From an optimization exercise on the open Yosys and OpenROAD flow, aimed at a short achievable clock period and few clock cycles; shortcuts taken in it are not production practice.
RTL that was checked went through simulation tests only; none was proved equivalent to the original.
No functional check of the RTL was part of runs 1, 3 and 5.
Power and IR drop assume default switching activity.

[design/flow/config.mk]
export PLATFORM = sky130hd
export DESIGN_NAME = pipe3_core
export DESIGN_NICKNAME = pipe3_core
export VERILOG_FILES = /design/flow/design.v
export SDC_FILE = /design/flow/constraint.sdc
export NUM_CORES = 4
export LEC_CHECK = 0
export CAP_MARGIN = 20
export CORE_MARGIN = 2
export CORE_UTILIZATION = 40
export PLACE_DENSITY = 0.6
export SETUP_SLACK_MARGIN = 5.0
export SLEW_MARGIN = 20
[design/flow/constraint.sdc]
create_clock -name core_clock -period 8.0 [get_ports {clk}]
set_input_delay 1.6000 -clock core_clock [delete_from_list [all_inputs] [get_ports {clk}]]
set_output_delay 1.6000 -clock core_clock [all_outputs]
set_load 0.01 [all_outputs]
[design/flow/design.v]
module pipe3_core (
    input             clk,
    input             rst,           
    output [9:0]      imem_addr,
    input  [15:0]     imem_rdata,
    output reg        ret_valid,
    output reg [9:0]  ret_pc,
    output reg        ret_rd_we,
    output reg [5:0]  ret_rd,
    output reg [7:0]  ret_rd_val,
    output reg        ret_mem_we,
    output reg [5:0]  ret_mem_addr,
    output reg [7:0]  ret_mem_val,
    output     [4:0]  ret_sreg,      
    output reg        halted,
    output reg        faulted,
    output reg [1:0]  fault_cause,   
    output reg [15:0] fault_pc
);
    localparam [3:0] OP_ADD  = 4'd0,  OP_SUB  = 4'd1,  OP_MUL  = 4'd2,
                     OP_MOVI = 4'd3,  OP_BEQZ = 4'd4,  OP_ANDI = 4'd5,
                     OP_EOR  = 4'd6,  OP_BR   = 4'd7,  OP_SAL  = 4'd8,
                     OP_SAR  = 4'd9,  OP_LDR  = 4'd10, OP_STR  = 4'd11;
    genvar g;
    integer i;
    function [8:0] padd8(input [7:0] x, input [7:0] y, input ci);
        reg [7:0] gg, pp, gn, pn;
        reg [8:0] c;
        integer k, d;
        begin
            gg = x & y;
            pp = x ^ y;
            for (d = 1; d < 8; d = d * 2) begin
                gn = gg;
                pn = pp;
                for (k = d; k < 8; k = k + 1) begin
                    gn[k] = gg[k] | (pp[k] & gg[k-d]);
                    pn[k] = pp[k] & pp[k-d];
                end
                gg = gn;
                pp = pn;
            end
            c[0] = ci;
            for (k = 0; k < 8; k = k + 1)
                c[k+1] = gg[k] | (pp[k] & ci);
            padd8 = {c[8], (x ^ y) ^ c[7:0]};
        end
    endfunction
    reg [7:0]  regs [0:63];
    reg [7:0]  dmem [0:63];
    reg [63:0] rzf;                  
    reg [4:0]  sreg;                 
    reg [15:0] fpc;                  
    reg        i_valid;
    reg [15:0] i_word;
    reg [15:0] i_pc, i_pc1, i_tgt;
    reg        i_pred;               
    reg [7:0]  i_ca [0:3];           
    reg [7:0]  i_cb [0:3];           
    reg [3:0]  i_cz;                 
    reg [7:0]  i_cm [0:3];           
    reg        x_valid;
    reg        x_add, x_sub, x_mul, x_movi, x_andi, x_eor, x_sal, x_sar,
               x_ldr, x_str;
    reg        x_wr;                 
    reg [5:0]  x_rd;
    reg [5:0]  x_f;
    reg [7:0]  x_a, x_b;
    reg [7:0]  x_ma, x_mb;           
    reg [7:0]  x_ld;                 
    reg [9:0]  x_pc;
    reg        y_valid;
    reg        y_wr;                 
    reg [5:0]  y_rd;
    reg [7:0]  y_res;                
    reg        y_mul;
    reg [7:0]  y_ms, y_mc;           
    reg [9:0]  y_pc;
    reg        y_str;
    reg [5:0]  y_maddr;
    reg [7:0]  y_mval;
    reg        y_add, y_sub, y_nz;   
    reg        y_a7, y_b7;
    reg        c_we;
    reg [5:0]  c_rd;
    reg [7:0]  c_val;
    reg        c_z;
    reg        m_we;
    reg [5:0]  m_addr;
    reg [7:0]  m_val;
    reg        p_halt, p_fault;
    reg [1:0]  p_cause;
    reg [15:0] p_pc;
    wire running = !p_halt && !p_fault;
    assign ret_sreg  = sreg;
    assign imem_addr = fpc[9:0];
    wire [8:0] w_msum = padd8(y_ms, y_mc, 1'b0);
    wire [7:0] w_val  = y_mul ? w_msum[7:0] : y_res;
    wire       w_mz   = ((y_ms ^ y_mc) == {y_ms[6:0] | y_mc[6:0], 1'b0});
    wire       w_zero = y_mul ? w_mz : (y_res == 8'd0);
    wire [3:0] f_op   = imem_rdata[15:12];
    wire [5:0] f_r1   = imem_rdata[11:6];
    wire [5:0] f_f    = imem_rdata[5:0];
    wire       f_pred = (f_op == OP_BEQZ) && f_f[5];
    wire [15:0] f_pc1   = fpc + 16'd1;
    wire [9:0]  f_hi_p1 = f_pc1[15:6] + 10'd1;
    wire [9:0]  f_hi_m1 = f_pc1[15:6] - 10'd1;
    wire [8:0]  f_lo9   = padd8({2'b00, f_pc1[5:0]}, {2'b00, f_f}, 1'b0);
    wire [6:0]  f_lo    = f_lo9[6:0];
    wire        f_hsp   = f_lo[6] && !f_f[5];
    wire        f_hsm   = !f_lo[6] && f_f[5];
    wire        f_hs0   = (f_lo[6] == f_f[5]);
    wire [9:0]  f_hi    = ({10{f_hsp}} & f_hi_p1) | ({10{f_hsm}} & f_hi_m1) |
                          ({10{f_hs0}} & f_pc1[15:6]);
    wire [15:0] f_tgt   = {f_hi, f_lo[5:0]};
    wire [7:0] f_ca [0:3];
    wire [7:0] f_cb [0:3];
    wire [3:0] f_cz;
    wire [7:0] f_cm [0:3];
    generate
        for (g = 0; g < 4; g = g + 1) begin : g_cand
            assign f_ca[g] = regs[{g[1:0], f_r1[3:0]}];
            assign f_cb[g] = regs[{g[1:0], f_f[3:0]}];
            assign f_cz[g] = rzf[{g[1:0], f_r1[3:0]}];
            assign f_cm[g] = dmem[{g[1:0], f_f[3:0]}];
        end
    endgenerate
    wire [3:0] d_op = i_word[15:12];
    wire [5:0] d_r1 = i_word[11:6];
    wire [5:0] d_f  = i_word[5:0];
    wire wa = y_wr && (y_rd == d_r1);
    wire wb = y_wr && (y_rd == d_f);
    wire ca = c_we && (c_rd == d_r1);
    wire cb = c_we && (c_rd == d_f);
    wire [7:0] d_a  = wa ? w_val  : ca ? c_val : i_ca[d_r1[5:4]];
    wire [7:0] d_b  = wb ? w_val  : cb ? c_val : i_cb[d_f[5:4]];
    wire       d_az = wa ? w_zero : ca ? c_z   : i_cz[d_r1[5:4]];
    wire [7:0] d_m  = (m_we && m_addr == d_f) ? m_val : i_cm[d_f[5:4]];
    wire d_oob      = (i_pc[15:10] != 6'd0);
    wire d_sentinel = (i_word == 16'hFFFF);
    wire d_unknown  = (d_op[3:2] == 2'b11);
    wire d_ok       = running && i_valid;
    wire d_exec     = d_ok && !d_oob && !d_unknown;
    wire d_wr       = (d_op != OP_BEQZ) && (d_op != OP_BR) && (d_op != OP_STR);
    wire d_rd_r2    = (d_op == OP_ADD) || (d_op == OP_SUB) || (d_op == OP_MUL) ||
                      (d_op == OP_EOR);
    wire d_rd_r1    = d_rd_r2 || (d_op == OP_ANDI) || (d_op == OP_SAL) ||
                      (d_op == OP_SAR) || (d_op == OP_STR);
    wire x_fwd = x_valid && x_wr;
    wire d_fa  = x_fwd && (x_rd == d_r1);
    wire d_fb  = x_fwd && (x_rd == d_f);
    wire d_fm  = x_valid && x_str && (x_f == d_f);
    wire d_replay = d_exec && x_valid && x_mul &&
                    ((d_rd_r1 && x_rd == d_r1) || (d_rd_r2 && x_rd == d_f));
    wire d_issue  = d_exec && !d_replay;
    wire d_beqz = d_issue && (d_op == OP_BEQZ);
    wire d_br   = d_issue && (d_op == OP_BR);
    wire d_miss = d_beqz && (d_az != i_pred) && (d_f != 6'd0);
    wire [7:0] a = x_a;
    wire [7:0] b = x_b;
    wire [7:0] imm_s = {{2{x_f[5]}}, x_f};
    wire [7:0] pp [0:7];
    generate
        for (g = 0; g < 8; g = g + 1) begin : g_pp
            assign pp[g] = (x_ma & {8{x_mb[g]}}) << g;
        end
    endgenerate
    function [15:0] csa(input [7:0] x, input [7:0] y, input [7:0] z);
        csa = {(((x & y) | (x & z) | (y & z)) << 1), x ^ y ^ z};
    endfunction
    wire [15:0] c1a = csa(pp[0], pp[1], pp[2]);
    wire [15:0] c1b = csa(pp[3], pp[4], pp[5]);
    wire [15:0] c2a = csa(c1a[7:0], c1a[15:8], c1b[7:0]);
    wire [15:0] c2b = csa(c1b[15:8], pp[6], pp[7]);
    wire [15:0] c3  = csa(c2a[7:0], c2a[15:8], c2b[7:0]);
    wire [15:0] c4  = csa(c3[7:0], c3[15:8], c2b[15:8]);
    wire [8:0]  as_sum   = padd8(a, x_sub ? ~b : b, x_sub);
    wire [7:0]  add_sum  = as_sum[7:0];
    wire [7:0]  sub_diff = as_sum[7:0];
    wire [7:0]  sal_res  = (x_f[5:3] != 3'd0) ? 8'd0 : (a << x_f[2:0]);
    wire signed [7:0] a_signed  = a;
    wire        [7:0] sar_small = a_signed >>> x_f[2:0];
    wire [7:0]  sar_res  = (x_f[5:3] != 3'd0) ? {8{a[7]}} : sar_small;
    wire [7:0] e_res = ({8{x_add}}  & add_sum)   |
                       ({8{x_sub}}  & sub_diff)  |
                       ({8{x_movi}} & imm_s)     |
                       ({8{x_andi}} & a & imm_s) |
                       ({8{x_eor}}  & (a ^ b))   |
                       ({8{x_sal}}  & sal_res)   |
                       ({8{x_sar}}  & sar_res)   |
                       ({8{x_ldr}}  & x_ld)      |
                       ({8{x_str}}  & a);
    wire r_n   = w_val[7];
    wire add_c = (y_a7 & y_b7) | ((y_a7 ^ y_b7) & ~r_n);
    wire add_v = (y_a7 == y_b7) && (r_n != y_a7);
    wire sub_v = (y_a7 != y_b7) && (r_n != y_a7);
    reg [4:0] r_sreg;
    always @(*) begin
        r_sreg = sreg;
        if (y_add)
            r_sreg = {w_zero, r_n ^ add_v, r_n, add_v, add_c};
        else if (y_sub)
            r_sreg = {w_zero, r_n ^ sub_v, r_n, sub_v, sreg[0]};
        else if (y_mul)
            r_sreg = {w_zero, r_n ^ sreg[1], r_n, sreg[1:0]};
        else if (y_nz)
            r_sreg = {w_zero, sreg[3], r_n, sreg[1:0]};
    end
    always @(posedge clk) begin
        if (rst) begin
            fpc       <= 16'd0;
            i_valid   <= 1'b0;
            sreg      <= 5'd0;
            x_valid   <= 1'b0;
            y_valid   <= 1'b0;
            y_wr      <= 1'b0;
            c_we      <= 1'b0;
            m_we      <= 1'b0;
            p_halt    <= 1'b0;
            p_fault   <= 1'b0;
            halted    <= 1'b0;
            faulted   <= 1'b0;
            ret_valid <= 1'b0;
        end else begin
            ret_valid <= y_valid;
            if (y_valid)
                sreg <= r_sreg;
            halted  <= p_halt;
            faulted <= p_fault;
            c_we    <= y_wr;
            y_valid <= x_valid;
            y_wr    <= x_valid && x_wr;
            m_we    <= x_valid && x_str;
            x_valid <= d_issue;
            if (d_replay) begin
                fpc     <= i_pc;
                i_valid <= 1'b0;
            end else if (d_br) begin
                fpc     <= {d_a, d_b};
                i_valid <= 1'b0;
            end else if (d_miss) begin
                fpc     <= d_az ? i_tgt : i_pc1;
                i_valid <= 1'b0;
            end else begin
                fpc     <= f_pred ? f_tgt : f_pc1;
                i_valid <= 1'b1;
            end
            if (d_ok) begin
                if (d_oob || (d_unknown && !d_sentinel))
                    p_fault <= 1'b1;
                if (!d_oob && d_sentinel)
                    p_halt  <= 1'b1;
            end
        end
    end
    always @(posedge clk) begin
        if (y_valid) begin
            ret_pc       <= y_pc;
            ret_rd_we    <= y_wr;
            ret_rd       <= y_wr ? y_rd : 6'd0;
            ret_rd_val   <= y_wr ? w_val : 8'd0;
            ret_mem_we   <= y_str;
            ret_mem_addr <= y_str ? y_maddr : 6'd0;
            ret_mem_val  <= y_str ? y_mval : 8'd0;
        end
        fault_cause <= p_cause;
        fault_pc    <= p_pc;
        c_rd  <= y_rd;
        c_val <= w_val;
        c_z   <= w_zero;
        y_rd    <= x_rd;
        y_res   <= e_res;
        y_mul   <= x_mul;
        y_ms    <= c4[7:0];
        y_mc    <= c4[15:8];
        y_pc    <= x_pc;
        y_str   <= x_str;
        y_maddr <= x_f;
        y_mval  <= a;
        y_add   <= x_add;
        y_sub   <= x_sub;
        y_nz    <= x_andi || x_eor || x_sal || x_sar;
        y_a7    <= a[7];
        y_b7    <= b[7];
        m_addr  <= x_f;
        m_val   <= a;
        x_add   <= (d_op == OP_ADD);
        x_sub   <= (d_op == OP_SUB);
        x_mul   <= (d_op == OP_MUL);
        x_movi  <= (d_op == OP_MOVI);
        x_andi  <= (d_op == OP_ANDI);
        x_eor   <= (d_op == OP_EOR);
        x_sal   <= (d_op == OP_SAL);
        x_sar   <= (d_op == OP_SAR);
        x_ldr   <= (d_op == OP_LDR);
        x_str   <= (d_op == OP_STR);
        x_wr    <= d_wr;
        x_rd    <= d_r1;
        x_f     <= d_f;
        x_a     <= d_fa ? e_res : d_a;
        x_b     <= d_fb ? e_res : d_b;
        if (d_op == OP_MUL) begin
            x_ma <= d_fa ? e_res : d_a;
            x_mb <= d_fb ? e_res : d_b;
        end
        x_ld    <= d_fm ? a : d_m;
        x_pc    <= i_pc[9:0];
        i_word <= imem_rdata;
        i_pc   <= fpc;
        i_pc1  <= f_pc1;
        i_tgt  <= f_tgt;
        i_pred <= f_pred;
        for (i = 0; i < 4; i = i + 1) begin
            i_ca[i] <= f_ca[i];
            i_cb[i] <= f_cb[i];
            i_cm[i] <= f_cm[i];
        end
        i_cz <= f_cz;
        if (d_ok) begin
            p_cause <= d_oob ? 2'd1 : 2'd2;
            p_pc    <= i_pc;
        end
    end
    generate
        for (g = 0; g < 64; g = g + 1) begin : g_mem
            always @(posedge clk) begin
                if (rst) begin
                    regs[g] <= 8'd0;
                    rzf[g]  <= 1'b1;
                    dmem[g] <= 8'd0;
                end else begin
                    if (y_wr && y_rd == g) begin
                        regs[g] <= w_val;
                        rzf[g]  <= w_zero;
                    end
                    if (x_valid && x_str && x_f == g)
                        dmem[g] <= a;
                end
            end
        end
    endgenerate
endmodule
[design/flow/run.sh]
#!/bin/bash
# synth_recipe.tcl (not shown) runs the flow's synth.tcl, then flattens the netlist and writes it again
# the make line also repeats each setting of config.mk as NAME=value (left out here)
make -C /OpenROAD-flow-scripts/flow DESIGN_CONFIG=/design/flow/config.mk WORK_HOME=/design/flow/orfs CLKGATE_MAP_FILE= SYNTH_SCRIPT=/design/flow/synth_recipe.tcl finish
==> results of run 1 <==
## final timing paths
path	start	endpoint	cells past startpoint
max	imem_rdata[0]	fpc[8]	15
min	x_pc[1]	y_pc[1]	0
max reg2reg	fpc[0]	fpc[8]	15
min reg2reg	x_pc[1]	y_pc[1]	0
## power groups by stage
stage | clock network (mW) | registers (mW) | logic (mW)
floorplan | 0 | 7.89 | 0.620
global placement | 0 | 7.97 | 0.935
detailed placement | 0 | 7.97 | 0.942
CTS | 7.50 | 7.80 | 1.07
global route | 7.79 | 7.81 | 1.16
finish | 7.46 | 7.80 | 1.13
## per-layer routing
metal	vias to the layer above	wire length, µm
met5	-	70
met4	10	11800
met3	823	30600
met2	3814	113000
met1	28070	104000
li1	25481	-
## registers in the layout, summed over array words and instances (netlist names), 16 cells and up
| signal | flops |
|---|---|
| rzf | 64 |
| p_pc | 16 |
| i_word | 16 |
| i_pc1 | 16 |
| fpc | 16 |
| fault_pc | 16 |
| i_cb | 32 |
| i_tgt | 16 |
| i_ca | 32 |
| regs | 512 |
| i_pc | 16 |
| i_cm | 32 |
| dmem | 512 |
## cell type report
cell class | instances | share of cell area, %
clock inverter | 69 | 1.13
timing repair buffer | 350 | 4.59
sequential | 1504 | 42.3
antenna | 1 | 0.00342
multi-input combinational | 4901 | 42.3
tap | 2072 | 3.54
clock buffer | 207 | 5.88
inverter | 59 | 0.306
## critical path: cells and delay by family
| kind | cells | cell delay, ps |
|---|---|---|
| AND/OR/NAND/NOR | 3 | 340 |
| buffers and inverters | 1 | 110 |
| adder cells (fa/ha/maj) | 3 | 790 |
| AO/OA/AOI/OAI | 8 | 1190 |
## synth_stat cells, types with 66 or more instances
cell | instances | share of area [%]
dfxtp_1 | 1430 | 45
nand2_1 | 810 | 4.8
nor2_1 | 809 | 4.8
a21oi_1 | 638 | 5.0
clkbuf_1 | 561 | 3.3
a22oi_1 | 551 | 6.5
nand3_1 | 454 | 3.6
a211oi_1 | 393 | 4.7
mux2i_1 | 219 | 3.5
nand4_1 | 146 | 1.4
o22a_1 | 95 | 1.3
edfxtp_1 | 74 | 3.5
a221oi_1 | 72 | 0.99
buf_1 | 66 | 0.39
## per-stage QoR
stage	hold slack, ps	cells	utilization (%)	cell area (µm²)
after detailed placement	313	8789	42.1	66400
after global routing	334	9162	46.4	73200
final	326	9163	46.4	73200
after CTS	327	9144	46.1	72800
after floorplan	310	7124	-	64100
after global placement	310	8789	42.1	66400
## what timing repair did
item | in CTS | in global routing
gates cloned | 9 | 5
setup endpoints to repair | 577 | 482
pin swaps | 36 | 8
buffers inserted | 70 | 13
gates resized for setup | 433 | 71
## cell families (layout without fill, tap and decap cells)
kind of cell	Yosys count	after routing	share of synthesized area, %
and+or+nand+nor	2446	2451	16.9
xor gates and xnor gates	113	113	1.60
DFF	1504	1504	48.7
buffers and inverters	726	685	4.56
adders and majority gates	47	47	1.11
AOI/OAI and AO/OA	2004	2006	21.7
muxes	284	284	5.41
other	0	1	0
==> run_results.csv, run 1 <==
group,metric,value,unit
global_route,use_met2,46.4,%
finish,nFillCells,14900,
floorplanning,rows,146,
power_and_ir_drop,clkPwrFrac,45.5,%
place,post-place-ws,2770,ps
worst_setup_path,slowest_delay,370,ps
power_and_ir_drop,p_sw_share,24.9,%
clock_network,numCtsBuffers,152,
sta,maxSlewViolCount,0,
power_and_ir_drop,p_seq_share,47.6,%
worst_setup_path,cp_slowest_cell,"fa_2",
worst_setup_path,required,8650,ps
global_route,grtUsageMet1,41.2,%
worst_setup_path,critPathMaxFanout,2,
sta,max_slew_margin,18.1,%
finish,final_common_cell,"dfxtp_1",
synthesis,synth_cell_types,88,
finish,layout_common_cells,"dfxtp_1 (1394), nand2_1 (802), nor2_1 (743), a21oi_1 (623), a22oi_1 (521)",
power_and_ir_drop,cellPowerDensity,224,nW/µm²
synthesis,syn_nets,7189,
floorplanning,core_area,158000,µm²
synthesis,synth_edf_count,74,
synthesis,synthesis.instances,7124,
outcome,status,"finished clean",
power_and_ir_drop,fin_total_pwr,16.4,mW
finish,area_delta_synth_final,15.5,%
worst_setup_path,cp-start-kind,"input port",
drt,avgViaCountPerCell,6.35,
sta,worst_pin_slew,1220,ps
clock_network,cts_max_path_buffers,3,
drt,initialDrtViolationCount,9586,
sta,fin_crit_sh,42.3,%
sta,finClkSkew,31.5,ps
power_and_ir_drop,p_leak,24.0,nW
sta,hold_viol_final,0,
worst_setup_path,critical_path_class,"in2reg",
global_route,grt_pass1_vias,53944,
clock_network,htree_levels,4,
synthesis,synth_area_per_cell,8.90,µm²
sta,fin_ws,4620,ps
clock_network,worst_skew_pair.late_latency,810,ps
min_path,hp-class,"reg2reg",
worst_setup_path,crit_chain,"buf_16 > ha_4 > fa_2 > a21oi_2 > nor2_1 > nor2_1 > o21bai_1 > a21o_1 > ha_4 > nor2b_1 > a221o_1 > o21ai_1 > o21ai_1 > o211ai_1 > a21oi_1",
synthesis,ys_warn_count,6,
sta,rsz0062_at_grt,"yes",
worst_setup_path,cp-end-kind,"flop",
finish,multi_input_area,31000,µm²
floorplanning,floorplan.initialDensity,40.2,%
drt,drt-pass1-iter-count,8,
clock_network,cts_tree,"built",
drt,vias,58198,
global_route,grt_overflow_total,0,
finish,nets,7033,
global_route,grt_pass1_wl,372000,µm
flow_run,cap_violations,0,
worst_setup_path,cp.arrival,4030,ps
global_route,track_usage,30.5,%
synthesis,async_flop_share,0,%
sta,timing.fmax,0.296,GHz
drt,drc,0,
sta,setup_violations,0,
clock_network,cts_root_buf,"clkbuf_16",
global_route,antenna_found_initial,7,
place,hpwl,149000,µm
clock_network,clk_pin_slew,60,ps
synthesis,ys_ff_latch,1504,
drt,wl,259000,µm
drt,ant_nets,0,
place,gp_congestion,0.923,
synthesis,yosysSeqAreaShare,48.7,%
clock_network,clkSinkCount,1504,
floorplanning,ios,94,
finish,ff_latch_area,31000,µm²
worst_setup_path,reg2reg_slack,4760,ps
sta,tns,0,ps
floorplanning,die_area,162000,µm²
drt,routedWlPerCell,28.3,µm
synthesis,synthesis.area,63400,µm²
sta,post-route-min-period,3380,ps
global_route,grt_start_max_net_pins,196,
clock_network,hold_buffers,0,
power_and_ir_drop,comb_power_share,6.9,%
global_route,grtUsageMet3,7.24,%
synthesis,synth_ff_type,"dfxtp_1",
global_route,busiest_layer,"met2",
floorplanning,die_w,402,µm
finish,layout-drive-gt1-share,12.7,%
place,port_buffers,93,
power_and_ir_drop,power.internal,12.3,mW
power_and_ir_drop,peakVddDrop,0.000222,V
power_and_ir_drop,p_sw,4.08,mW
floorplanning,die_y,402,µm
==> run 2: changes to the inputs <==
--- a/design/flow/design.v
+++ b/design/flow/design.v
@@ -25,28 +25,4 @@
     integer i;
-    function [8:0] padd8(input [7:0] x, input [7:0] y, input ci);
-        reg [7:0] gg, pp, gn, pn;
-        reg [8:0] c;
-        integer k, d;
-        begin
-            gg = x & y;
-            pp = x ^ y;
-            for (d = 1; d < 8; d = d * 2) begin
-                gn = gg;
-                pn = pp;
-                for (k = d; k < 8; k = k + 1) begin
-                    gn[k] = gg[k] | (pp[k] & gg[k-d]);
-                    pn[k] = pp[k] & pp[k-d];
-                end
-                gg = gn;
-                pp = pn;
-            end
-            c[0] = ci;
-            for (k = 0; k < 8; k = k + 1)
-                c[k+1] = gg[k] | (pp[k] & ci);
-            padd8 = {c[8], (x ^ y) ^ c[7:0]};
-        end
-    endfunction
     reg [7:0]  regs [0:63];
     reg [7:0]  dmem [0:63];
-    reg [63:0] rzf;                  
     reg [4:0]  sreg;                 
@@ -68,3 +44,2 @@
     reg [7:0]  x_a, x_b;
-    reg [7:0]  x_ma, x_mb;           
     reg [7:0]  x_ld;                 
@@ -96,4 +71,3 @@
     assign imem_addr = fpc[9:0];
-    wire [8:0] w_msum = padd8(y_ms, y_mc, 1'b0);
-    wire [7:0] w_val  = y_mul ? w_msum[7:0] : y_res;
+    wire [7:0] w_val  = y_mul ? (y_ms + y_mc) : y_res;
     wire       w_mz   = ((y_ms ^ y_mc) == {y_ms[6:0] | y_mc[6:0], 1'b0});
@@ -107,9 +81,5 @@
     wire [9:0]  f_hi_m1 = f_pc1[15:6] - 10'd1;
-    wire [8:0]  f_lo9   = padd8({2'b00, f_pc1[5:0]}, {2'b00, f_f}, 1'b0);
-    wire [6:0]  f_lo    = f_lo9[6:0];
-    wire        f_hsp   = f_lo[6] && !f_f[5];
-    wire        f_hsm   = !f_lo[6] && f_f[5];
-    wire        f_hs0   = (f_lo[6] == f_f[5]);
-    wire [9:0]  f_hi    = ({10{f_hsp}} & f_hi_p1) | ({10{f_hsm}} & f_hi_m1) |
-                          ({10{f_hs0}} & f_pc1[15:6]);
+    wire [6:0]  f_lo    = {1'b0, f_pc1[5:0]} + {1'b0, f_f};
+    wire [9:0]  f_hi    = (f_lo[6] && !f_f[5]) ? f_hi_p1 :
+                          (!f_lo[6] && f_f[5]) ? f_hi_m1 : f_pc1[15:6];
     wire [15:0] f_tgt   = {f_hi, f_lo[5:0]};
@@ -123,3 +93,3 @@
             assign f_cb[g] = regs[{g[1:0], f_f[3:0]}];
-            assign f_cz[g] = rzf[{g[1:0], f_r1[3:0]}];
+            assign f_cz[g] = (regs[{g[1:0], f_r1[3:0]}] == 8'd0);
             assign f_cm[g] = dmem[{g[1:0], f_f[3:0]}];
@@ -164,3 +134,3 @@
         for (g = 0; g < 8; g = g + 1) begin : g_pp
-            assign pp[g] = (x_ma & {8{x_mb[g]}}) << g;
+            assign pp[g] = (a & {8{b[g]}}) << g;
         end
@@ -176,5 +146,4 @@
     wire [15:0] c4  = csa(c3[7:0], c3[15:8], c2b[15:8]);
-    wire [8:0]  as_sum   = padd8(a, x_sub ? ~b : b, x_sub);
-    wire [7:0]  add_sum  = as_sum[7:0];
-    wire [7:0]  sub_diff = as_sum[7:0];
+    wire [7:0]  add_sum  = a + b;
+    wire [7:0]  sub_diff = a - b;
     wire [7:0]  sal_res  = (x_f[5:3] != 3'd0) ? 8'd0 : (a << x_f[2:0]);
@@ -301,6 +270,2 @@
         x_b     <= d_fb ? e_res : d_b;
-        if (d_op == OP_MUL) begin
-            x_ma <= d_fa ? e_res : d_a;
-            x_mb <= d_fb ? e_res : d_b;
-        end
         x_ld    <= d_fm ? a : d_m;
@@ -328,9 +293,6 @@
                     regs[g] <= 8'd0;
-                    rzf[g]  <= 1'b1;
                     dmem[g] <= 8'd0;
                 end else begin
-                    if (y_wr && y_rd == g) begin
+                    if (y_wr && y_rd == g)
                         regs[g] <= w_val;
-                        rzf[g]  <= w_zero;
-                    end
                     if (x_valid && x_str && x_f == g)
--- a/design/flow/config.mk
+++ b/design/flow/config.mk
@@ -7,2 +7,3 @@
 export LEC_CHECK = 0
+export ABC_CLOCK_PERIOD_IN_PS = 3000
 export CAP_MARGIN = 20
@@ -11,3 +12,3 @@
 export PLACE_DENSITY = 0.6
-export SETUP_SLACK_MARGIN = 5.0
+export SETUP_SLACK_MARGIN = 4.5
 export SLEW_MARGIN = 20
==> run_results.csv, run 2 <==
group,metric,value,unit
synthesis,synth_cell_types,96,
floorplanning,die_area,154000,µm²
synthesis,ys_ff_latch,1424,
worst_setup_path,r2r_cells,9,
place,gp_congestion,0.984,
synthesis,syn_nets,6765,
global_route,antenna_found_initial,4,
power_and_ir_drop,cellPowerDensity,218,nW/µm²
finish,fin_util,45.7,%
place,port_buffers,93,
sta,setup_violations,0,
clock_network,hold_buffers,0,
global_route,track_usage,30.0,%
sta,hold_viol_final,0,
global_route,grtUsageMet3,8.35,%
drt,drt-pass1-iter-count,8,
synthesis,synth_edf_count,58,
global_route,grt_pass1_wl,347000,µm
worst_setup_path,reg2reg_slack,4590,ps
floorplanning,die_w,393,µm
clock_network,cts_max_path_buffers,3,
worst_setup_path,cp.arrival,4260,ps
global_route,busiest_layer,"met2",
finish,final_common_cell,"dfxtp_1",
sta,max_slew_margin,19.6,%
synthesis,yosys-top-cells-count,"dfxtp_1 (1366), nor2_1 (884), clkbuf_1 (509)",
drt,vias,54743,
global_route,grtUsageMet1,40.2,%
synthesis,yosysSeqAreaShare,48.1,%
clock_network,htree_levels,4,
floorplanning,ios,94,
worst_setup_path,cp-end-kind,"flop",
synthesis,synthesis.instances,6694,
sta,rsz0062_at_grt,"yes",
drt,ant_nets,0,
global_route,use_met2,44.9,%
drt,wl,242000,µm
finish,layout-drive-gt1-share,9.95,%
sta,finalHoldWorstSlack,325,ps
sta,fin_crit_sh,44.5,%
finish,layout_common_cells,"dfxtp_1 (1345), nor2_1 (827), a21oi_1 (496), nand2_1 (490), a22oi_1 (458)",
synthesis,synth.largest_area_cell,"dfxtp_1",
clock_network,clkSinkCount,1424,
global_route,grt_overflow_total,0,
drt,initialDrtViolationCount,8336,
worst_setup_path,r2r-end,"fpc[7]",
synthesis,yosysTopAreaCellShare,45.2,%
global_route,grt_pass1_vias,50341,
min_path,min_to,"y_pc[8]",
worst_setup_path,crit_buf_inv,3,
synthesis,synth_area_per_cell,9.04,µm²
synthesis,synth_ff_type,"dfxtp_1",
floorplanning,rows,142,
place,hpwl,144000,µm
floorplanning,core_area,150000,µm²
synthesis,synth.most_common_cell,"dfxtp_1",
synthesis,synthesis.area,60500,µm²
clock_network,cts_tree,"built",
min_path,hp-class,"reg2reg",
power_and_ir_drop,peakVddDrop,0.000245,V
sta,post-route-min-period,3560,ps
floorplanning,die_y,393,µm
drt,avgViaCountPerCell,6.34,
sta,maxSlewViolCount,0,
drt,routedWlPerCell,28.0,µm
worst_setup_path,regToRegStartpoint,"y_rd[1]",
worst_setup_path,cp_slowest_cell,"nor2_2",
flow_run,cap_violations,0,
finish,nets,6578,
clock_network,cts_root_buf,"clkbuf_16",
sta,tns,0,ps
min_path,min_path_cells,0,
worst_setup_path,critical_path_class,"in2reg",
sta,worst_pin_slew,1200,ps
sta,finClkSkew,23.2,ps
finish,nFillCells,14438,
worst_setup_path,cp-start-kind,"input port",
synthesis,synth_area_leaders,"dfxtp_1 (45%), mux2i_1 (5.8%), a22oi_1 (5.7%)",
clock_network,numCtsBuffers,146,
finish,top_regs,"dmem x512, regs x512",
sta,timing.fmax,0.281,GHz
finish,area_delta_synth_final,13.3,%
synthesis,ys_warn_count,6,
worst_setup_path,critPathMaxFanout,15,
outcome,status,"finished clean",
worst_setup_path,cp_top_family,"simple AND/OR/NAND/NOR gates",
clock_network,clk_pin_slew,60,ps
synthesis,async_flop_share,0,%
power_and_ir_drop,p_leak,22.2,nW
global_route,grt_start_max_net_pins,240,
worst_setup_path,slowest_delay,730,ps
worst_setup_path,required,8700,ps
min_path,min-delay-start,"x_pc[8]",
floorplanning,floorplan.initialDensity,40.4,%
drt,drc,0,
clock_network,worst_skew_pair.late_latency,800,ps
worst_setup_path,crit_chain,"buf_6 > buf_12 > or2_4 > nor2_2 > buf_4 > a221oi_1 > and3_1 > nand4_1 > nor4_1 > and2_1",
[run 2: where the power goes]
part	leakage, nW	switching, mW	total [mW]	internal, mW
registers	11.6	0.0973	7.35	7.25
logic	8.38	0.662	0.922	0.260
clock network	2.25	2.97	6.70	3.73
[run 2: cells by family (layout without fill, tap and decap cells)]
| logic type | after synthesis | in the layout | synth area share [%] |
|---|---|---|---|
| and+or+nand+nor | 2195 | 2197 | 16.2 |
| AOI/OAI and AO/OA | 1812 | 1812 | 20.9 |
| DFF | 1424 | 1424 | 48.1 |
| buffers and inverters | 702 | 622 | 4.60 |
| muxes | 405 | 405 | 7.36 |
| xor gates and xnor gates | 103 | 103 | 1.52 |
| adders and majority gates | 53 | 53 | 1.31 |
| other | 0 | 3 | 0 |
[run 2: worst max-delay path by stage]
stage	from	endpoint	slack (ps)	depth (start not counted)
after detailed placement	imem_rdata[0]	fpc[12]	2820	11
after global routing	imem_rdata[0]	fpc[12]	4430	11
after global placement	imem_rdata[0]	fpc[12]	2830	11
final	imem_rdata[7]	i_cz[1]	4440	10
after floorplan	imem_rdata[0]	fpc[12]	3880	10
after CTS	imem_rdata[2]	i_cm[2][6]	4470	7
[run 2: worst reg2reg max path, stage by stage (launching register included)]
cell and delay [ps]:
dfxtp_1 810, xnor2_1 200, nand4_1 160, nor4_4 260, buf_4 190, nand2b_1 250
a21boi_2 690, nor3_1 160, a211oi_2 400, o32ai_1 150
[run 2: stage by stage]
stage          instances  instance area (µm²)  worst slack [ps]  total power [mW]
2_1_floorplan       6694                60600              3880              7.96
3_3_place_gp        8341                63300              2830              8.34
3_5_place_dp        8341                63300              2820              8.34
4_1_cts             8606                68100              4470              15.0
5_1_grt             8632                68600              4430              15.3
6_report            8635                68600              4440              15.0
[run 2: timing repair]
item	CTS	global route
cloned	0	3
endpoints found under the setup margin	135	87
buffers inserted	8	22
pin swaps	7	17
resized for setup	81	51
[run 2: layer usage]
layer,vias to the layer above,wire [µm]
li1,23987,-
met1,26153,95900
met2,3770,104000
met3,829,30300
met4,4,11800
met5,-,52
[run 2: cell type report]
| class | instances | area, µm² | area share, % |
|---|---|---|---|
| multi-input cells | 4570 | 29300 | 42.7 |
| flip-flops and latches | 1424 | 29100 | 42.5 |
| clock buffers | 201 | 4100 | 5.98 |
| repair buffers | 291 | 2720 | 3.97 |
| well taps | 2016 | 2520 | 3.68 |
| clock inverters | 56 | 494 | 0.721 |
| inverters | 74 | 284 | 0.414 |
| diodes | 3 | 7.51 | 0.0109 |
Testbench counts of run 2, summed over its fixed seeds: cycles 183,500.
==> run 3: changes to the inputs <==
--- a/design/flow/design.v
+++ b/design/flow/design.v
@@ -25,4 +25,28 @@
     integer i;
+    function [8:0] padd8(input [7:0] x, input [7:0] y, input ci);
+        reg [7:0] gg, tt;
+        reg [8:0] c;
+        reg       term;
+        integer k, j, m;
+        begin
+            gg = x & y;
+            tt = x | y;
+            for (k = 0; k <= 8; k = k + 1) begin
+                term = ci;
+                for (m = 0; m < k; m = m + 1)
+                    term = term & tt[m];
+                c[k] = term;
+                for (j = 0; j < k; j = j + 1) begin
+                    term = gg[j];
+                    for (m = j + 1; m < k; m = m + 1)
+                        term = term & tt[m];
+                    c[k] = c[k] | term;
+                end
+            end
+            padd8 = {c[8], (x ^ y) ^ c[7:0]};
+        end
+    endfunction
     reg [7:0]  regs [0:63];
     reg [7:0]  dmem [0:63];
+    reg [63:0] rzf;                  
     reg [4:0]  sreg;                 
@@ -44,2 +68,3 @@
     reg [7:0]  x_a, x_b;
+    reg [7:0]  x_ma, x_mb;           
     reg [7:0]  x_ld;                 
@@ -62,5 +87,5 @@
     reg        c_z;
-    reg        m_we;
-    reg [5:0]  m_addr;
-    reg [7:0]  m_val;
+    reg        m_we, m2_we;
+    reg [5:0]  m_addr, m2_addr;
+    reg [7:0]  m_val, m2_val;
     reg        p_halt, p_fault;
@@ -71,3 +96,4 @@
     assign imem_addr = fpc[9:0];
-    wire [7:0] w_val  = y_mul ? (y_ms + y_mc) : y_res;
+    wire [8:0] w_msum = padd8(y_ms, y_mc, 1'b0);
+    wire [7:0] w_val  = y_mul ? w_msum[7:0] : y_res;
     wire       w_mz   = ((y_ms ^ y_mc) == {y_ms[6:0] | y_mc[6:0], 1'b0});
@@ -77,10 +103,18 @@
     wire [5:0] f_f    = imem_rdata[5:0];
-    wire       f_pred = (f_op == OP_BEQZ) && f_f[5];
-    wire [15:0] f_pc1   = fpc + 16'd1;
-    wire [9:0]  f_hi_p1 = f_pc1[15:6] + 10'd1;
-    wire [9:0]  f_hi_m1 = f_pc1[15:6] - 10'd1;
-    wire [6:0]  f_lo    = {1'b0, f_pc1[5:0]} + {1'b0, f_f};
-    wire [9:0]  f_hi    = (f_lo[6] && !f_f[5]) ? f_hi_p1 :
-                          (!f_lo[6] && f_f[5]) ? f_hi_m1 : f_pc1[15:6];
-    wire [15:0] f_tgt   = {f_hi, f_lo[5:0]};
+    wire       f_pred;               
+    wire [15:0] f_pc1;
+    wire [9:0]  f_hi_p1, f_hi_m1n;
+    wire [5:0]  f_lo;
+    wire        f_c6;
+    p3_inc #(.W(16)) u_pc1   (.x(fpc),          .s(f_pc1));
+    p3_inc #(.W(10)) u_hi_p1 (.x(fpc[15:6]),    .s(f_hi_p1));
+    p3_inc #(.W(10)) u_hi_m1 (.x(~fpc[15:6]),   .s(f_hi_m1n));
+    p3_add6c1        u_lo    (.x(fpc[5:0]), .y(f_f), .s(f_lo), .co(f_c6));
+    wire [9:0]  f_hi_m1 = ~f_hi_m1n;
+    wire        f_hsp   = f_c6 && !f_f[5];
+    wire        f_hsm   = !f_c6 && f_f[5];
+    wire        f_hs0   = (f_c6 == f_f[5]);
+    wire [9:0]  f_hi    = ({10{f_hsp}} & f_hi_p1) | ({10{f_hsm}} & f_hi_m1) |
+                          ({10{f_hs0}} & fpc[15:6]);
+    wire [15:0] f_tgt   = {f_hi, f_lo};
     wire [7:0] f_ca [0:3];
@@ -93,3 +127,3 @@
             assign f_cb[g] = regs[{g[1:0], f_f[3:0]}];
-            assign f_cz[g] = (regs[{g[1:0], f_r1[3:0]}] == 8'd0);
+            assign f_cz[g] = rzf[{g[1:0], f_r1[3:0]}];
             assign f_cm[g] = dmem[{g[1:0], f_f[3:0]}];
@@ -97,2 +131,3 @@
     endgenerate
+    assign f_pred = (f_op == OP_BEQZ) && f_cz[f_r1[5:4]];
     wire [3:0] d_op = i_word[15:12];
@@ -107,3 +142,4 @@
     wire       d_az = wa ? w_zero : ca ? c_z   : i_cz[d_r1[5:4]];
-    wire [7:0] d_m  = (m_we && m_addr == d_f) ? m_val : i_cm[d_f[5:4]];
+    wire [7:0] d_m  = (m_we  && m_addr  == d_f) ? m_val  :
+                      (m2_we && m2_addr == d_f) ? m2_val : i_cm[d_f[5:4]];
     wire d_oob      = (i_pc[15:10] != 6'd0);
@@ -134,3 +170,3 @@
         for (g = 0; g < 8; g = g + 1) begin : g_pp
-            assign pp[g] = (a & {8{b[g]}}) << g;
+            assign pp[g] = (x_ma & {8{x_mb[g]}}) << g;
         end
@@ -146,4 +182,5 @@
     wire [15:0] c4  = csa(c3[7:0], c3[15:8], c2b[15:8]);
-    wire [7:0]  add_sum  = a + b;
-    wire [7:0]  sub_diff = a - b;
+    wire [8:0]  as_sum   = padd8(a, x_sub ? ~b : b, x_sub);
+    wire [7:0]  add_sum  = as_sum[7:0];
+    wire [7:0]  sub_diff = as_sum[7:0];
     wire [7:0]  sal_res  = (x_f[5:3] != 3'd0) ? 8'd0 : (a << x_f[2:0]);
@@ -187,2 +224,3 @@
             m_we      <= 1'b0;
+            m2_we     <= 1'b0;
             p_halt    <= 1'b0;
@@ -202,2 +240,3 @@
             m_we    <= x_valid && x_str;
+            m2_we   <= m_we;
             x_valid <= d_issue;
@@ -255,2 +294,4 @@
         m_val   <= a;
+        m2_addr <= m_addr;
+        m2_val  <= m_val;
         x_add   <= (d_op == OP_ADD);
@@ -270,2 +311,6 @@
         x_b     <= d_fb ? e_res : d_b;
+        if (d_op == OP_MUL) begin
+            x_ma <= d_fa ? e_res : d_a;
+            x_mb <= d_fb ? e_res : d_b;
+        end
         x_ld    <= d_fm ? a : d_m;
@@ -293,8 +338,43 @@
                     regs[g] <= 8'd0;
+                    rzf[g]  <= 1'b1;
                     dmem[g] <= 8'd0;
                 end else begin
-                    if (y_wr && y_rd == g)
+                    if (y_wr && y_rd == g) begin
                         regs[g] <= w_val;
-                    if (x_valid && x_str && x_f == g)
-                        dmem[g] <= a;
+                        rzf[g]  <= w_zero;
+                    end
+                    if (m_we && m_addr == g)
+                        dmem[g] <= m_val;
+                end
+            end
+        end
+    endgenerate
+endmodule
+module p3_gtx (input x, input y, output g, output t, output h);
+    assign g = x & y;
+    assign t = x | y;
+    assign h = x ^ y;
+endmodule
+module p3_pfx (input g1, input t1, input g0, input t0, output g, output t);
+    assign g = g1 | (t1 & g0);
+    assign t = t1 & t0;
+endmodule
+module p3_and2 (input a, input b, output y);
+    assign y = a & b;
+endmodule
+module p3_xor2 (input a, input b, output y);
+    assign y = a ^ b;
+endmodule
+module p3_inc #(parameter W = 16) (input [W-1:0] x, output [W-1:0] s);
+    localparam L = $clog2(W);
+    wire [W-1:0] p [0:L];
+    assign p[0] = x;
+    genvar l, i;
+    generate
+        for (l = 0; l < L; l = l + 1) begin : g_l
+            for (i = 0; i < W; i = i + 1) begin : g_i
+                if (i >= (1 << l)) begin : g_c
+                    p3_and2 u (.a(p[l][i]), .b(p[l][i - (1 << l)]), .y(p[l+1][i]));
+                end else begin : g_p
+                    assign p[l+1][i] = p[l][i];
                 end
@@ -302,3 +382,39 @@
         end
+        assign s[0] = ~x[0];
+        for (i = 1; i < W; i = i + 1) begin : g_s
+            p3_xor2 u (.a(x[i]), .b(p[L][i-1]), .y(s[i]));
+        end
+    endgenerate
+endmodule
+module p3_add6c1 (input [5:0] x, input [5:0] y, output [5:0] s, output co);
+    wire [5:0] g0, t0, h;
+    wire [5:0] g [0:3];
+    wire [5:0] t [0:3];
+    genvar i, l;
+    generate
+        for (i = 0; i < 6; i = i + 1) begin : g_b
+            p3_gtx u (.x(x[i]), .y(y[i]), .g(g0[i]), .t(t0[i]), .h(h[i]));
+        end
+    endgenerate
+    assign g[0] = {g0[5:1], t0[0]};
+    assign t[0] = t0;
+    generate
+        for (l = 0; l < 3; l = l + 1) begin : g_l
+            for (i = 0; i < 6; i = i + 1) begin : g_i
+                if (i >= (1 << l)) begin : g_c
+                    p3_pfx u (.g1(g[l][i]), .t1(t[l][i]),
+                              .g0(g[l][i - (1 << l)]), .t0(t[l][i - (1 << l)]),
+                              .g(g[l+1][i]), .t(t[l+1][i]));
+                end else begin : g_p
+                    assign g[l+1][i] = g[l][i];
+                    assign t[l+1][i] = t[l][i];
+                end
+            end
+        end
+        assign s[0] = ~h[0];
+        for (i = 1; i < 6; i = i + 1) begin : g_s
+            p3_xor2 u (.a(h[i]), .b(g[3][i-1]), .y(s[i]));
+        end
     endgenerate
+    assign co = g[3][5];
 endmodule
--- a/design/flow/config.mk
+++ b/design/flow/config.mk
@@ -7,3 +7,2 @@
 export LEC_CHECK = 0
-export ABC_CLOCK_PERIOD_IN_PS = 3000
 export CAP_MARGIN = 20
@@ -12,3 +11,4 @@
 export PLACE_DENSITY = 0.6
-export SETUP_SLACK_MARGIN = 4.5
+export SETUP_SLACK_MARGIN = 5.0
 export SLEW_MARGIN = 20
+export SYNTH_HIERARCHICAL = 1
==> run_results.csv, run 3 <==
group,metric,value,unit
outcome,status,"finished clean",
worst_setup_path,required,8700,ps
synthesis,synthesis.instances,7062,
synthesis,synth_area_per_cell,9.06,µm²
clock_network,cts_root_buf,"clkbuf_16",
clock_network,clkSinkCount,1519,
clock_network,hold_buffers,0,
drt,vias,57269,
place,hpwl,147000,µm
worst_setup_path,critical_path_class,"in2reg",
place,port_buffers,93,
power_and_ir_drop,fin_total_pwr,16.2,mW
floorplanning,die_y,404,µm
power_and_ir_drop,cellPowerDensity,221,nW/µm²
finish,layout-drive-gt1-share,11.7,%
finish,area_delta_synth_final,14.5,%
sta,fin_crit_sh,41.2,%
sta,rsz0062_at_grt,"yes",
worst_setup_path,r2r-end,"fpc[0]",
flow_run,cap_violations,0,
power_and_ir_drop,p_leak,24.4,nW
finish,ff_latch_area,31200,µm²
sta,setup_violations,0,
worst_setup_path,cp.arrival,4000,ps
clock_network,cts_tree,"built",
finish,fin_util,46.2,%
worst_setup_path,cp-start-kind,"input port",
synthesis,syn_nets,7135,
worst_setup_path,crit_path_start,"imem_rdata[6]",
drt,initialDrtViolationCount,8683,
sta,finClkSkew,28.5,ps
worst_setup_path,cp-end-kind,"flop",
worst_setup_path,r2r_cells,9,
global_route,grt_overflow_total,0,
min_path,min-delay-start,"x_pc[8]",
clock_network,clk_pin_slew,60,ps
synthesis,synthesis.area,64000,µm²
clock_network,worst_skew_pair.late_latency,800,ps
sta,fin_ws,4700,ps
power_and_ir_drop,peakVddDrop,0.000212,V
floorplanning,rows,146,
sta,hold_viol_final,0,
global_route,antenna_found_initial,7,
floorplanning,core_area,159000,µm²
min_path,min_path_cells,0,
place,post-place-ws,2830,ps
sta,max_slew_margin,24.7,%
sta,maxSlewViolCount,0,
clock_network,cts_max_path_buffers,3,
min_path,min_to,"y_pc[8]",
drt,drt-pass1-iter-count,8,
finish,layout_common_cells,"dfxtp_1 (1413), nor2_1 (825), a22oi_1 (548), nand2_1 (525), a211oi_1 (514)",
drt,drc,0,
sta,post-route-min-period,3300,ps
clock_network,numCtsBuffers,155,
sta,worst_pin_slew,1130,ps
finish,nets,7011,
synthesis,ys_warn_count,15,
global_route,grt_pass1_vias,53606,
global_route,grt_pass1_wl,367000,µm
worst_setup_path,regToRegStartpoint,"i_word[10]",
drt,ant_nets,0,
clock_network,htree_levels,4,
floorplanning,die_w,404,µm
finish,top_regs,"dmem x512, regs x512, rzf x64",
floorplanning,floorplan.initialDensity,40.3,%
finish,multi_input_area,30900,µm²
worst_setup_path,critPathMaxFanout,8,
floorplanning,die_area,163000,µm²
worst_setup_path,reg2reg_slack,4850,ps
min_path,hp-class,"reg2reg",
global_route,track_usage,29.9,%
finish,nFillCells,15090,
place,gp_congestion,0.930,
floorplanning,ios,94,
drt,wl,252000,µm
sta,timing.fmax,0.303,GHz
drt,avgViaCountPerCell,6.28,
finish,final_common_cell,"dfxtp_1",
sta,tns,0,ps
drt,routedWlPerCell,27.6,µm
global_route,grt_start_max_net_pins,208,
-- run 3: final cells by class --
type	instances	area share, %
Antenna cell	1	0.00341
Clock buffer	227	6.22
Clock inverter	45	0.551
Inverter	99	0.536
Multi-Input combinational cell	4805	42.2
Sequential cell	1519	42.6
Tap cell	2072	3.54
Timing Repair Buffer	358	4.37
-- run 3: power breakdown --
part	total [mW]	internal, mW	switching [mW]
Combinational	1.07	0.300	0.771
Sequential	7.87	7.75	0.122
Clock	7.22	4.13	3.10
Total	16.2	12.2	3.99
-- run 3: repair_timing --
item,in CTS,in global routing
pin swaps,28,7
setup buffers,51,15
setup endpoints to repair,429,563
gates resized for setup,400,32
cloned,8,1
-- run 3: worst max-delay path: stages --
cell,delay (ps)
buf_4,130
buf_12,160
buf_4,130
mux4_1,560
nand2_1,130
nand3_4,110
mux2i_4,220
a211oi_4,90
buf_6,170
buf_12,150
mux2i_1,120
mux2_4,280
o22ai_1,130
-- run 3: through the flow --
stage               hold slack (ps)  instance area (µm²)  instances
floorplan                       310                64900       7062
global placement                310                67300       8777
detailed placement              312                67300       8778
CTS                             327                73000       9109
global route                    330                73300       9125
finish                          325                73300       9126
-- run 3: how the worst max path moves through the flow --
stage	to	depth (start not counted)
finish	fpc[4]	13
global route	fpc[2]	11
CTS	fpc[4]	11
detailed placement	i_cb[3][0]	8
global placement	i_cm[0][0]	8
floorplan	fpc[12]	10
-- run 3: metal layers --
| layer | up-vias | track usage (%) | share of wire, % |
|---|---|---|---|
| met3 | 808 | 7.79 | 12 |
| met4 | 6 | 12.5 | 4.5 |
| li1 | 25340 | - | - |
| met2 | 3715 | 44.1 | 43 |
| met5 | - | 0 | 0.018 |
| met1 | 27400 | 41.3 | 41 |
==> run 4: changes to the inputs <==
--- a/design/flow/design.v
+++ b/design/flow/design.v
@@ -108,5 +108,5 @@
     wire        f_c6;
-    p3_inc #(.W(16)) u_pc1   (.x(fpc),          .s(f_pc1));
-    p3_inc #(.W(10)) u_hi_p1 (.x(fpc[15:6]),    .s(f_hi_p1));
-    p3_inc #(.W(10)) u_hi_m1 (.x(~fpc[15:6]),   .s(f_hi_m1n));
+    p3_inc #(.W(16), .L(4)) u_pc1   (.x(fpc),          .s(f_pc1));
+    p3_inc #(.W(10), .L(4)) u_hi_p1 (.x(fpc[15:6]),    .s(f_hi_p1));
+    p3_inc #(.W(10), .L(4)) u_hi_m1 (.x(~fpc[15:6]),   .s(f_hi_m1n));
     p3_add6c1        u_lo    (.x(fpc[5:0]), .y(f_f), .s(f_lo), .co(f_c6));
@@ -367,4 +367,4 @@
 endmodule
-module p3_inc #(parameter W = 16) (input [W-1:0] x, output [W-1:0] s);
-    localparam L = $clog2(W);
+module p3_inc #(parameter W = 16, parameter L = 4)  
+               (input [W-1:0] x, output [W-1:0] s);
     wire [W-1:0] p [0:L];
==> run_results.csv, run 4 <==
group,metric,value,unit
place,gp_congestion,0.930,
worst_setup_path,cp_slowest_cell,"mux4_1",
worst_setup_path,cp-start-kind,"input port",
sta,timing.fmax,0.303,GHz
drt,drc,0,
sta,setup_violations,0,
finish,layout-drive-gt1-share,11.7,%
drt,vias,57269,
clock_network,clkSinkCount,1519,
drt,drt-pass1-iter-count,8,
global_route,grt_pass1_vias,53606,
finish,top_regs,"dmem x512, regs x512, rzf x64",
synthesis,synth_area_per_cell,9.06,µm²
clock_network,htree_levels,4,
place,port_buffers,93,
global_route,grt_pass1_wl,367000,µm
worst_setup_path,critPathMaxFanout,8,
drt,wl,252000,µm
place,post-place-ws,2830,ps
floorplanning,die_w,404,µm
sta,post-route-min-period,3300,ps
floorplanning,rows,146,
power_and_ir_drop,p_leak,24.4,nW
finish,fin_util,46.2,%
finish,layout_common_cells,"dfxtp_1 (1413), nor2_1 (825), a22oi_1 (548), nand2_1 (525), a211oi_1 (514)",
clock_network,numCtsBuffers,155,
worst_setup_path,slowest_delay,560,ps
power_and_ir_drop,cellPowerDensity,221,nW/µm²
clock_network,cts_root_buf,"clkbuf_16",
finish,nets,7011,
worst_setup_path,crit_chain,"buf_4 > buf_12 > buf_4 > mux4_1 > nand2_1 > nand3_4 > mux2i_4 > a211oi_4 > buf_6 > buf_12 > mux2i_1 > mux2_4 > o22ai_1",
finish,final_common_cell,"dfxtp_1",
drt,avgViaCountPerCell,6.28,
global_route,use_met2,44.1,%
place,hpwl,147000,µm
clock_network,clk_pin_slew,60,ps
global_route,grt_start_max_net_pins,208,
floorplanning,floorplan.initialDensity,40.3,%
clock_network,cts_max_path_buffers,3,
floorplanning,ios,94,
global_route,grtUsageMet3,7.79,%
sta,worst_pin_slew,1130,ps
drt,ant_nets,0,
sta,hold_viol_final,0,
place,place_inst,8778,
worst_setup_path,required,8700,ps
finish,area_delta_synth_final,14.5,%
global_route,busiest_layer,"met2",
floorplanning,core_area,159000,µm²
worst_setup_path,cp-end-kind,"flop",
global_route,antenna_found_initial,7,
synthesis,syn_nets,7135,
floorplanning,die_area,163000,µm²
sta,fin_crit_sh,41.2,%
place,dpl_cell_area,67300,µm²
global_route,grt_overflow_total,0,
sta,tns,0,ps
finish,layout.cells.non_filler,9126,
sta,finalHoldWorstSlack,325,ps
synthesis,synthesis.area,64000,µm²
outcome,status,"finished clean",
sta,finClkSkew,28.5,ps
drt,routedWlPerCell,27.6,µm
sta,fin_ws,4700,ps
synthesis,ys_warn_count,15,
floorplanning,die_y,404,µm
flow_run,cap_violations,0,
power_and_ir_drop,fin_total_pwr,16.2,mW
synthesis,synthesis.instances,7062,
finish,post-route-cell-area,73300,µm²
global_route,grtUsageMet1,41.3,%
power_and_ir_drop,peakVddDrop,0.000212,V
drt,initialDrtViolationCount,8683,
sta,max_slew_margin,24.7,%
worst_setup_path,cp.arrival,4000,ps
clock_network,cts_tree,"built",
min_path,hp-class,"reg2reg",
worst_setup_path,critical_path_class,"in2reg",
clock_network,worst_skew_pair.late_latency,800,ps
sta,maxSlewViolCount,0,
global_route,track_usage,29.9,%
sta,rsz0062_at_grt,"yes",
run 4: final cells by class:
type                       instances  area (µm²)
antenna                            1        2.50
clock buffer                     227        4560
clock inverter                    45         404
fill                           15090       85300
inverter                          99         393
multi-input combinational       4805       30900
sequential                      1519       31200
tap                             2072        2590
timing repair buffer             358        3200
run 4: final timing paths:
check,startpoint,to,slack (ps),depth (start not counted)
setup / recovery,imem_rdata[6],fpc[4],4700,13
hold / removal,x_pc[8],y_pc[8],330,0
setup reg to reg,i_word[10],fpc[0],4850,9
hold reg to reg,x_pc[8],y_pc[8],330,0
run 4: per-layer routing:
layer  part of all wire (%)  routed length [µm]
met1                     41              103000
met2                     43              107000
met3                     12               30200
met4                    4.5               11400
met5                  0.018                  46
run 4: power breakdown:
group | switching [mW] | leakage (nW) | total [mW] | internal, mW
Clock | 3.10 | 2.43 | 7.22 | 4.13
Sequential | 0.122 | 12.4 | 7.87 | 7.75
Combinational | 0.771 | 9.55 | 1.07 | 0.300
run 4: worst max-delay path: cells and delay by family:
kind | cells | cell delay (ps)
simple gates | 2 | 240
compound gates | 2 | 220
mux | 4 | 1180
buf+inv | 5 | 740
run 4: timing repair:
action                     4_1_cts  5_1_grt
setup buffers                   51       15
pin swaps                       28        7
gates cloned                     8        1
resized for setup              400       32
setup endpoints to repair      429      563
hold buffers                     0        0
Testbench counts of run 4, summed over its fixed seeds: cycles 176,977.
==> run 5: changes to the inputs <==
--- a/design/flow/design.v
+++ b/design/flow/design.v
@@ -23,3 +23,3 @@
                      OP_SAR  = 4'd9,  OP_LDR  = 4'd10, OP_STR  = 4'd11;
-    genvar g;
+    genvar g, gb, gk;
     integer i;
@@ -83,6 +83,6 @@
     reg        y_a7, y_b7;
-    reg        c_we;
-    reg [5:0]  c_rd;
-    reg [7:0]  c_val;
-    reg        c_z;
+    reg        c_we, c2_we;
+    reg [5:0]  c_rd, c2_rd;
+    reg [7:0]  c_val, c2_val;
+    reg        c_z, c2_z;
     reg        m_we, m2_we;
@@ -108,5 +108,5 @@
     wire        f_c6;
-    p3_inc #(.W(16), .L(4)) u_pc1   (.x(fpc),          .s(f_pc1));
-    p3_inc #(.W(10), .L(4)) u_hi_p1 (.x(fpc[15:6]),    .s(f_hi_p1));
-    p3_inc #(.W(10), .L(4)) u_hi_m1 (.x(~fpc[15:6]),   .s(f_hi_m1n));
+    p3_inc #(.W(16)) u_pc1   (.x(fpc),          .s(f_pc1));
+    p3_inc #(.W(10)) u_hi_p1 (.x(fpc[15:6]),    .s(f_hi_p1));
+    p3_inc #(.W(10)) u_hi_m1 (.x(~fpc[15:6]),   .s(f_hi_m1n));
     p3_add6c1        u_lo    (.x(fpc[5:0]), .y(f_f), .s(f_lo), .co(f_c6));
@@ -125,9 +125,26 @@
         for (g = 0; g < 4; g = g + 1) begin : g_cand
-            assign f_ca[g] = regs[{g[1:0], f_r1[3:0]}];
-            assign f_cb[g] = regs[{g[1:0], f_f[3:0]}];
-            assign f_cz[g] = rzf[{g[1:0], f_r1[3:0]}];
-            assign f_cm[g] = dmem[{g[1:0], f_f[3:0]}];
+            for (gb = 0; gb < 8; gb = gb + 1) begin : g_bit
+                wire [15:0] ra, dm;
+                for (gk = 0; gk < 16; gk = gk + 1) begin : g_k
+                    assign ra[gk] = regs[16*g + gk][gb];
+                    assign dm[gk] = dmem[16*g + gk][gb];
+                end
+                p3_mux16 u_a (.d(ra), .s(f_r1[3:0]), .y(f_ca[g][gb]));
+                p3_mux16 u_b (.d(ra), .s(f_f[3:0]),  .y(f_cb[g][gb]));
+                p3_mux16 u_m (.d(dm), .s(f_f[3:0]),  .y(f_cm[g][gb]));
+            end
+            p3_mux16 u_z (.d(rzf[16*g +: 16]), .s(f_r1[3:0]), .y(f_cz[g]));
+        end
+    endgenerate
+    wire [7:0] f_r1lo, f_r1hi, f_zgrp;
+    p3_dec3 u_dlo (.a(f_r1[2:0]), .y(f_r1lo));
+    p3_dec3 u_dhi (.a(f_r1[5:3]), .y(f_r1hi));
+    generate
+        for (g = 0; g < 8; g = g + 1) begin : g_zg
+            p3_aor8 u (.a(f_r1lo), .b(rzf[8*g +: 8]), .y(f_zgrp[g]));
         end
     endgenerate
-    assign f_pred = (f_op == OP_BEQZ) && f_cz[f_r1[5:4]];
+    wire f_rz;
+    p3_aor8 u_rz (.a(f_r1hi), .b(f_zgrp), .y(f_rz));
+    assign f_pred = (f_op == OP_BEQZ) && f_rz;
     wire [3:0] d_op = i_word[15:12];
@@ -139,5 +156,7 @@
     wire cb = c_we && (c_rd == d_f);
-    wire [7:0] d_a  = wa ? w_val  : ca ? c_val : i_ca[d_r1[5:4]];
-    wire [7:0] d_b  = wb ? w_val  : cb ? c_val : i_cb[d_f[5:4]];
-    wire       d_az = wa ? w_zero : ca ? c_z   : i_cz[d_r1[5:4]];
+    wire ea = c2_we && (c2_rd == d_r1);
+    wire eb = c2_we && (c2_rd == d_f);
+    wire [7:0] d_a  = wa ? w_val  : ca ? c_val : ea ? c2_val : i_ca[d_r1[5:4]];
+    wire [7:0] d_b  = wb ? w_val  : cb ? c_val : eb ? c2_val : i_cb[d_f[5:4]];
+    wire       d_az = wa ? w_zero : ca ? c_z   : ea ? c2_z   : i_cz[d_r1[5:4]];
     wire [7:0] d_m  = (m_we  && m_addr  == d_f) ? m_val  :
@@ -223,2 +242,3 @@
             c_we      <= 1'b0;
+            c2_we     <= 1'b0;
             m_we      <= 1'b0;
@@ -237,2 +257,3 @@
             c_we    <= y_wr;
+            c2_we   <= c_we;
             y_valid <= x_valid;
@@ -275,5 +296,8 @@
         fault_pc    <= p_pc;
-        c_rd  <= y_rd;
-        c_val <= w_val;
-        c_z   <= w_zero;
+        c_rd   <= y_rd;
+        c_val  <= w_val;
+        c_z    <= w_zero;
+        c2_rd  <= c_rd;
+        c2_val <= c_val;
+        c2_z   <= c_z;
         y_rd    <= x_rd;
@@ -341,5 +365,5 @@
                 end else begin
-                    if (y_wr && y_rd == g) begin
-                        regs[g] <= w_val;
-                        rzf[g]  <= w_zero;
+                    if (c_we && c_rd == g) begin
+                        regs[g] <= c_val;
+                        rzf[g]  <= c_z;
                     end
@@ -367,4 +391,4 @@
 endmodule
-module p3_inc #(parameter W = 16, parameter L = 4)  
-               (input [W-1:0] x, output [W-1:0] s);
+module p3_inc #(parameter W = 16) (input [W-1:0] x, output [W-1:0] s);
+    localparam L = $clog2(W);
     wire [W-1:0] p [0:L];
@@ -420 +444,25 @@
 endmodule
+module p3_mux4 (input [3:0] d, input [1:0] s, output y);
+    assign y = d[s];
+endmodule
+module p3_mux16 (input [15:0] d, input [3:0] s, output y);
+    wire [3:0] m;
+    genvar q;
+    generate
+        for (q = 0; q < 4; q = q + 1) begin : g_q
+            p3_mux4 u (.d(d[4*q +: 4]), .s(s[1:0]), .y(m[q]));
+        end
+    endgenerate
+    p3_mux4 u_y (.d(m), .s(s[3:2]), .y(y));
+endmodule
+module p3_dec3 (input [2:0] a, output [7:0] y);
+    genvar q;
+    generate
+        for (q = 0; q < 8; q = q + 1) begin : g_q
+            assign y[q] = (a == q);
+        end
+    endgenerate
+endmodule
+module p3_aor8 (input [7:0] a, input [7:0] b, output y);
+    assign y = |(a & b);
+endmodule
==> run_results.csv, run 5 <==
group,metric,value,unit
outcome,status,"finished clean",
worst_setup_path,required,8700,ps
finish,top_regs,"dmem x512, regs x512, rzf x64",
floorplanning,die_w,419,µm
global_route,antenna_found_initial,8,
worst_setup_path,critical_path_class,"in2reg",
drt,avgViaCountPerCell,5.86,
finish,layout.cells.non_filler,9105,
clock_network,numCtsBuffers,158,
synthesis,synthesis.instances,6766,
min_path,hp-class,"reg2reg",
worst_setup_path,critPathMaxFanout,8,
finish,layout_common_cells,"dfxtp_1 (1419), nand2_1 (951), a21oi_1 (781), nand3_1 (765), mux4_2 (534)",
floorplanning,die_area,176000,µm²
sta,timing.fmax,0.298,GHz
sta,worst_pin_slew,1370,ps
place,post-place-ws,3350,ps
power_and_ir_drop,p_leak,25.9,nW
global_route,grt_pass1_vias,50504,
floorplanning,die_y,419,µm
floorplanning,ios,94,
place,place_inst,8761,
worst_setup_path,cp_top_family,"simple AND/OR/NAND/NOR gates",
sta,rsz0062_at_grt,"yes",
finish,final_common_cell,"dfxtp_1",
finish,area_delta_synth_final,13.2,%
drt,ant_nets,0,
worst_setup_path,slowest_delay,380,ps
global_route,grt_pass1_wl,330000,µm
worst_setup_path,crit_chain,"buf_16 > buf_12 > and3_4 > a22oi_2 > nand4_1 > a22oi_1 > nand4_1 > nand2_1 > nor4_4 > buf_4 > clkbuf_16 > mux2i_1 > mux2i_1 > o21a_1",
clock_network,hold_buffers,0,
global_route,grt_overflow_total,0,
sta,hold_viol_final,0,
clock_network,cts_max_path_buffers,3,
sta,max_slew_margin,8.93,%
worst_setup_path,cp_slowest_cell,"nand4_1",
worst_setup_path,crit_buf_inv,4,
sta,maxSlewViolCount,0,
sta,post-route-min-period,3360,ps
sta,tns,0,ps
drt,wl,220000,µm
global_route,grt_start_max_net_pins,235,
sta,fin_ws,4640,ps
clock_network,cts_tree,"built",
clock_network,clkSinkCount,1535,
global_route,track_usage,24.6,%
drt,initialDrtViolationCount,6222,
floorplanning,floorplan.initialDensity,40.2,%
synthesis,synthesis.area,68900,µm²
worst_setup_path,cp.arrival,4060,ps
clock_network,htree_levels,4,
finish,nets,6736,
synthesis,syn_nets,6839,
finish,layout-drive-gt1-share,18.0,%
power_and_ir_drop,peakVddDrop,0.000211,V
clock_network,clk_pin_slew,60,ps
drt,drt-pass1-iter-count,6,
place,gp_congestion,0.895,
place,hpwl,132000,µm
drt,vias,53385,
sta,fin_crit_sh,42.0,%
power_and_ir_drop,cellPowerDensity,212,nW/µm²
clock_network,cts_root_buf,"clkbuf_16",
worst_setup_path,cp-start-kind,"input port",
sta,finClkSkew,31.0,ps
clock_network,worst_skew_pair.late_latency,820,ps
drt,routedWlPerCell,24.2,µm
synthesis,ys_warn_count,20,
sta,finalHoldWorstSlack,326,ps
drt,drc,0,
sta,setup_violations,0,
worst_setup_path,cp-end-kind,"flop",
floorplanning,rows,152,
place,port_buffers,93,
floorplanning,core_area,171000,µm²
synthesis,synth_area_per_cell,10.2,µm²
flow_run,cap_violations,0,
==> run 5: where the power goes <==
group          leakage, nW  internal, mW  total [mW]  switching (mW)
registers             12.6          7.81        7.89          0.0861
clock network         2.63          4.44        7.65            3.21
logic                 10.7         0.323       0.942           0.619
total                 25.9          12.6        16.5            3.92
==> run 5: stage by stage <==
stage                     utilization (%)  power, mW  cell area, µm²
after CTS                            45.2       16.6           77500
final                                45.5       16.5           77900
after detailed placement             41.9       8.96           71900
after floorplan                         -       8.55           69000
after global routing                 45.5       17.0           77900
after global placement               41.9       8.95           71900
==> run 5: worst register-to-register path: cells and delay by family, from the launching register on <==
kind | cells | cell delay (ps)
AOI/OAI and AO/OA | 2 | 690
DFF | 1 | 660
muxes | 1 | 430
and+or+nand+nor | 5 | 1260
==> run 5: what timing repair did <==
item / in CTS / in global routing
buffers inserted: 18 / 21
pin swaps: 6 / 22
endpoints found under the hold margin: 0 / 0
endpoints found under the setup margin: 480 / 459
gates resized for setup: 341 / 52
cloned: 7 / 5
==> run 5: metal layers <==
layer / up-vias / part of all wire (%) / GRT usage (%)
met1: 26464 / 42 / 34.7
li1: 24030 / - / -
met2: 2505 / 45 / 37.5
met3: 384 / 9.1 / 4.59
met5: - / 0.0059 / 0
met4: 2 / 3.3 / 8.89
==> run 5: final cells by class <==
type	count	area, µm²
Multi-Input combinational cell	4622	35500
Antenna cell	5	12.5
Timing Repair Buffer	247	2270
Clock inverter	60	719
Fill cell	15784	93400
Sequential cell	1535	31500
Clock buffer	227	4640
Tap cell	2310	2890
Inverter	99	389
==> run 5: final timing paths <==
path	startpoint	endpoint	slack, ps	depth (start not counted)
setup / recovery	imem_rdata[7]	fpc[13]	4640	14
hold / removal	x_pc[9]	y_pc[9]	330	0
setup reg to reg	y_mul	fpc[4]	4870	8
hold reg to reg	x_pc[9]	y_pc[9]	330	0

## re-timing with driven ports
The flow's constraints put no driver on any port. The routed layouts listed below were extracted and timed again, unchanged, in two steps.
Step 1: set_driving_cell puts a clkbuf_16 on clk and a buf_2 on each other input, an assumption about the parent block.
Step 2 moves the port delays by t, midway between the first and last clock arrival at a register: inputs arrive t later, outputs are due t later. That takes back most of the time a late clock gives input paths.
Three values: ideal ports, drivers, drivers and shift; two values: the first two.
run | t, ns | slack for setup (ns) | cell pins on the clock port's net
run 1 | 0.879 | 4.620 / 4.641 / 3.762 | 1
run 2 | 0.877 | 4.440 / 4.414 / 3.536 | 1
run 3 | 0.867 | 4.701 / 4.629 / 3.762 | 1
run 4 | 0.867 | 4.701 / 4.629 / 3.762 | 1
run 5 | 0.889 | 4.642 / 4.547 / 3.658 | 1
After both steps every run listed still meets setup and hold. The setup slack of run 5, which loses most, moves by -0.095 ns with the drivers and by -0.984 ns with both steps.
